Source: an optimization exercise on an open RTL-to-GDS flow (aim: small area). Production flows keep margins and buffers that such runs may drop. In this exercise RTL edits were held to simulation tests only and were not proved equivalent to the original. No activity file was given, so power comes from the tool's default toggle rates.

== west ==
## ecb
module ecb (
    input  wire        clk,
    input  wire        rst,         
    input  wire        in_valid,
    input  wire [7:0]  in_data,
    input  wire        in_last,
    output wire        in_ready,
    output reg         done,
    output reg  [3:0]  status,
    output reg  [63:0] rdata
);
For scale: roughly 1,900 cells after synthesis, roughly 82 I/O pins, ~0.019 mm^2 of cells after synthesis.
export LEC_CHECK = 0
export ABC_AREA = 1
export CAP_MARGIN = 20
export CORE_MARGIN = 2
export CORE_UTILIZATION = 40
export SLEW_MARGIN = 20
create_clock -name core_clock -period 10.0 [get_ports {clk}]
standard.sh (not shown) runs the stock make flow with config.mk's settings and CLKGATE_MAP_FILE= SYNTH_SCRIPT=/design/flow/synth_recipe.tcl, a recipe that flattens the netlist after the stock synthesis.
==> flow/flow/run.sh <==
#!/bin/bash
# The standard ORFS layout (the standard.sh) with these changes:
#  - every input and output port is still buffered, with the smallest buffer cell;
#  - clock tree synthesis uses small buffers, fixed sink clustering and no dummy loads.
set -euo pipefail
export BUFFER_PORTS_ARGS="-buffer_cell sky130_fd_sc_hd__buf_1"
export CTS_ARGS="-sink_clustering_enable -repair_clock_nets -buf_list sky130_fd_sc_hd__clkbuf_4 -sink_clustering_size 11 -sink_clustering_max_diameter 40 -dont_use_dummy_load"
bash standard.sh > standard_flow.log 2>&1
Changes in south relative to west:
-- flow/design.v --
<<< west, line 36
    wire [7:0] sg_m  = sg[63:56];
    wire [7:0] rr_m  = rdata[7:0];
    wire [7:0] rr_c1 = rdata[55:48];
    wire [7:0] rr_c5 = rdata[23:16];    
    wire       pm2_hi     = (ph[3] && ph[2:1] != 2'b00) || (ph[3:1] == 3'b000);    
    wire [7:0] stage_main = ph[3]  ? sg_m      : rr_m;       
    wire [7:0] stage_j1   = pm2_hi ? sg[15:8]  : rr_c1;      
    function [8:0] add8;                 
        input [7:0] a, b;
>>> south, line 36
    wire [7:0] sg_m  = sg[63:56];
    wire [7:0] rr_m  = rdata[7:0];
    wire [7:0] stage_main = rr_m;           
    wire [7:0] stage_j1   = sg[15:8];       
    function [8:0] add8;                 
        input [7:0] a, b;
<<< west, line 124
    endfunction
    wire       stg  = (k != 5'd0) && (op[3:2] != 2'b00);
    wire [3:0] tpos = sub4(cpos(op), k[3:0]);
    assign in_ready = !pend && !run && (!stg || ph == tpos);
    wire accept = in_valid && in_ready;
>>> south, line 121
    endfunction
    wire       stg  = (k != 5'd0) && (op[3:2] != 2'b00);
    wire       bld_t56 = (op == O_BLDT) && (k == 5'd5 || k == 5'd6);
    wire       bld_k36 = (op == O_BLD || op == O_BLDT) && (k == 5'd3 || k == 5'd4 || k == 5'd5 || k == 5'd6);
    wire [3:0] tpos = sub4(cpos(op), k[3:0]) ^ {bld_t56, bld_t56, bld_k36, 1'b0};
    assign in_ready = !pend && !run && (!stg || ph == tpos);
    wire accept = in_valid && in_ready;
<<< west, line 159
            8'h22, 8'h23: ;
            8'h24: begin rsrc = {5'd0, fa_m[2:0]}; rq = 4'd4; end
            8'h25: begin rfromr = 1'b1; rq = 4'd3; end
            8'h26: begin rfromr = 1'b1; rq = 4'd2; end
            8'h27: begin rfromr = 1'b1; rq = 4'd1; end
            8'h28: begin rfromr = 1'b1; rq = 4'd0; end
            8'h29: begin rsrc = (cnt == 4'd6) ? csum_b : 8'd0; rn = 4'd8; end
            8'h2A: begin rsrc = (cnt == 4'd6) ? csum_b : 8'd0; rn = 4'd8; end
>>> south, line 158
            8'h22, 8'h23: ;
            8'h24: begin rsrc = {5'd0, fa_m[2:0]}; rq = 4'd4; end
            8'h25: begin rfromr = 1'b1; rq = 4'd1; end
            8'h26: begin rfromr = 1'b1; rq = 4'd0; end
            8'h27: begin rfromr = 1'b1; rq = 4'd3; end
            8'h28: begin rfromr = 1'b1; rq = 4'd2; end
            8'h29: begin rsrc = (cnt == 4'd6) ? csum_b : 8'd0; rn = 4'd8; end
            8'h2A: begin rsrc = (cnt == 4'd6) ? csum_b : 8'd0; rn = 4'd8; end
<<< west, line 247
        end else begin
            case (op)
                O_BLDT: begin
                    aa = (ph[3:1] == 3'b000) ? rr_c5 : stage_main;
                    bb = (ph[3:1] == 3'b001) ? stage_j1 : 8'd0;
                    ci = (ph == 4'd3) ? cy : 1'b0;
                end
                O_SMP: begin                   
>>> south, line 246
        end else begin
            case (op)
                O_BLDT: begin                  
                    aa = (ph[3:1] == 3'b001) ? 8'd0 : stage_main;
                    bb = (ph[3:2] == 2'b00) ? stage_j1 : 8'd0;
                    ci = (ph == 4'd1) ? cy : 1'b0;
                end
                O_SMP: begin                   
<<< west, line 273
    wire okst  = vok_c && cmp_dec;
    wire [7:0]  u2  = rr_m;               
    wire [7:0]  u3  = rdata[63:56];       
    wire [7:0]  u4  = sg[15:8];           
    wire [10:0] ue  = {u2[6:0], u3[7:4]};
>>> south, line 272
    wire okst  = vok_c && cmp_dec;
    wire [7:0]  u2  = rr_m;               
    wire [7:0]  u3  = sg[7:0];            
    wire [7:0]  u4  = sg[15:8];           
    wire [10:0] ue  = {u2[6:0], u3[7:4]};
<<< west, line 322
                                     : {2'd0, (b1 != 8'd11) ? 2'd1 : (!vok_c) ? 2'd2 : 2'd3, 4'd0};
                    end else if (op == O_STA && ph[3]) begin
                        fa_wm = 8'hFF; fa_wd = okst ? stage_main : 8'd0;
                    end
                end
>>> south, line 321
                                     : {2'd0, (b1 != 8'd11) ? 2'd1 : (!vok_c) ? 2'd2 : 2'd3, 4'd0};
                    end else if (op == O_STA && ph[3]) begin
                        fa_wm = 8'hFF; fa_wd = okst ? sum[7:0] : 8'd0;    
                    end
                end
<<< west, line 354
    wire       swr   = accept && stg;
    wire       k2to10 = (k[4:3] == 2'b00 && k[2:1] != 2'b00) || (k[4:2] == 3'b010 && k[1:0] != 2'b11);
    wire [7:0] sg_in = (swr && tpos[3]) ? in_data : sg_m;
    wire [7:0] rd_in = (run && rdgo && rwin && !clr) ? (rfromr ? sum[7:0] : rsrc) : 8'd0;
    wire [7:0] rr_in = (run && rdgo) ? rd_in : (swr && !tpos[3]) ? in_data : rr_m;
    always @(posedge clk) begin
        bs    <= {bs[119:0], bs_in};
>>> south, line 353
    wire       swr   = accept && stg;
    wire       k2to10 = (k[4:3] == 2'b00 && k[2:1] != 2'b00) || (k[4:2] == 3'b010 && k[1:0] != 2'b11);
    wire [7:0] sg_in = swr ? in_data : rr_m;
    wire [7:0] rd_in = (run && rdgo && rwin && !clr) ? (rfromr ? sum[7:0] : rsrc) : 8'd0;
    wire [7:0] rr_in = (run && rdgo) ? rd_in : sg_m;
    always @(posedge clk) begin
        bs    <= {bs[119:0], bs_in};
### Flow results
Re count of flip-flops with a built-in enable after synthesis: no difference whatsoever between south and west.
Compared with west, south shows synthesized instance count that has gone down by a few percent.
Delta (south minus west): clock-buffer cell count lower; part of the total power dissipated in combinational logic now sits lower; power consumption has decreased.
south ends up with a proportion of power drawn by the clock network that is 0.4 points higher than in west.
Final hold slack: lower on south
The minimum clock period reported for south is greater than that of west by 0.086 ns.
Cell area came out lower on south than on west.
Comparing layout buffering overhead excluding clock cells for west and south, the smaller number came from west.
south ended up with a higher per-cell routed wire length than west did.

==> separate check: timing with driven ports <==
How much do the figures lean on ideal ports? The routed layouts below were timed once more, with nothing changed but the port constraints. Step 1 (the two cells are an assumption about what drives the block):
set clk [get_ports {clk}]
set_driving_cell -lib_cell sky130_fd_sc_hd__clkbuf_16 $clk
set_driving_cell -lib_cell sky130_fd_sc_hd__buf_2 [delete_from_list [all_inputs] $clk]
Step 2 adds t to the input delays and takes it off the output delays; t is the mean of the earliest and latest rising clock arrival at the registers after step 1. Input paths then give back, and output paths get back, about the clock's delay inside the block. a / b / c = ideal / step 1 / step 2; a / b = the first two.
| run | shift t [ns] | setup WS [ns] | clock arrival spread, ns | slew at the worst register clock pin (ns) |
|---|---|---|---|---|
| west | 0.834 | 1.747 / 1.747 / 1.747 | 0.095 / 0.095 | 0.11 / 0.11 |
| south | 0.841 | 1.661 / 1.661 / 1.661 | 0.081 / 0.080 | 0.11 / 0.11 |
After both steps setup and hold are still met in every run listed.
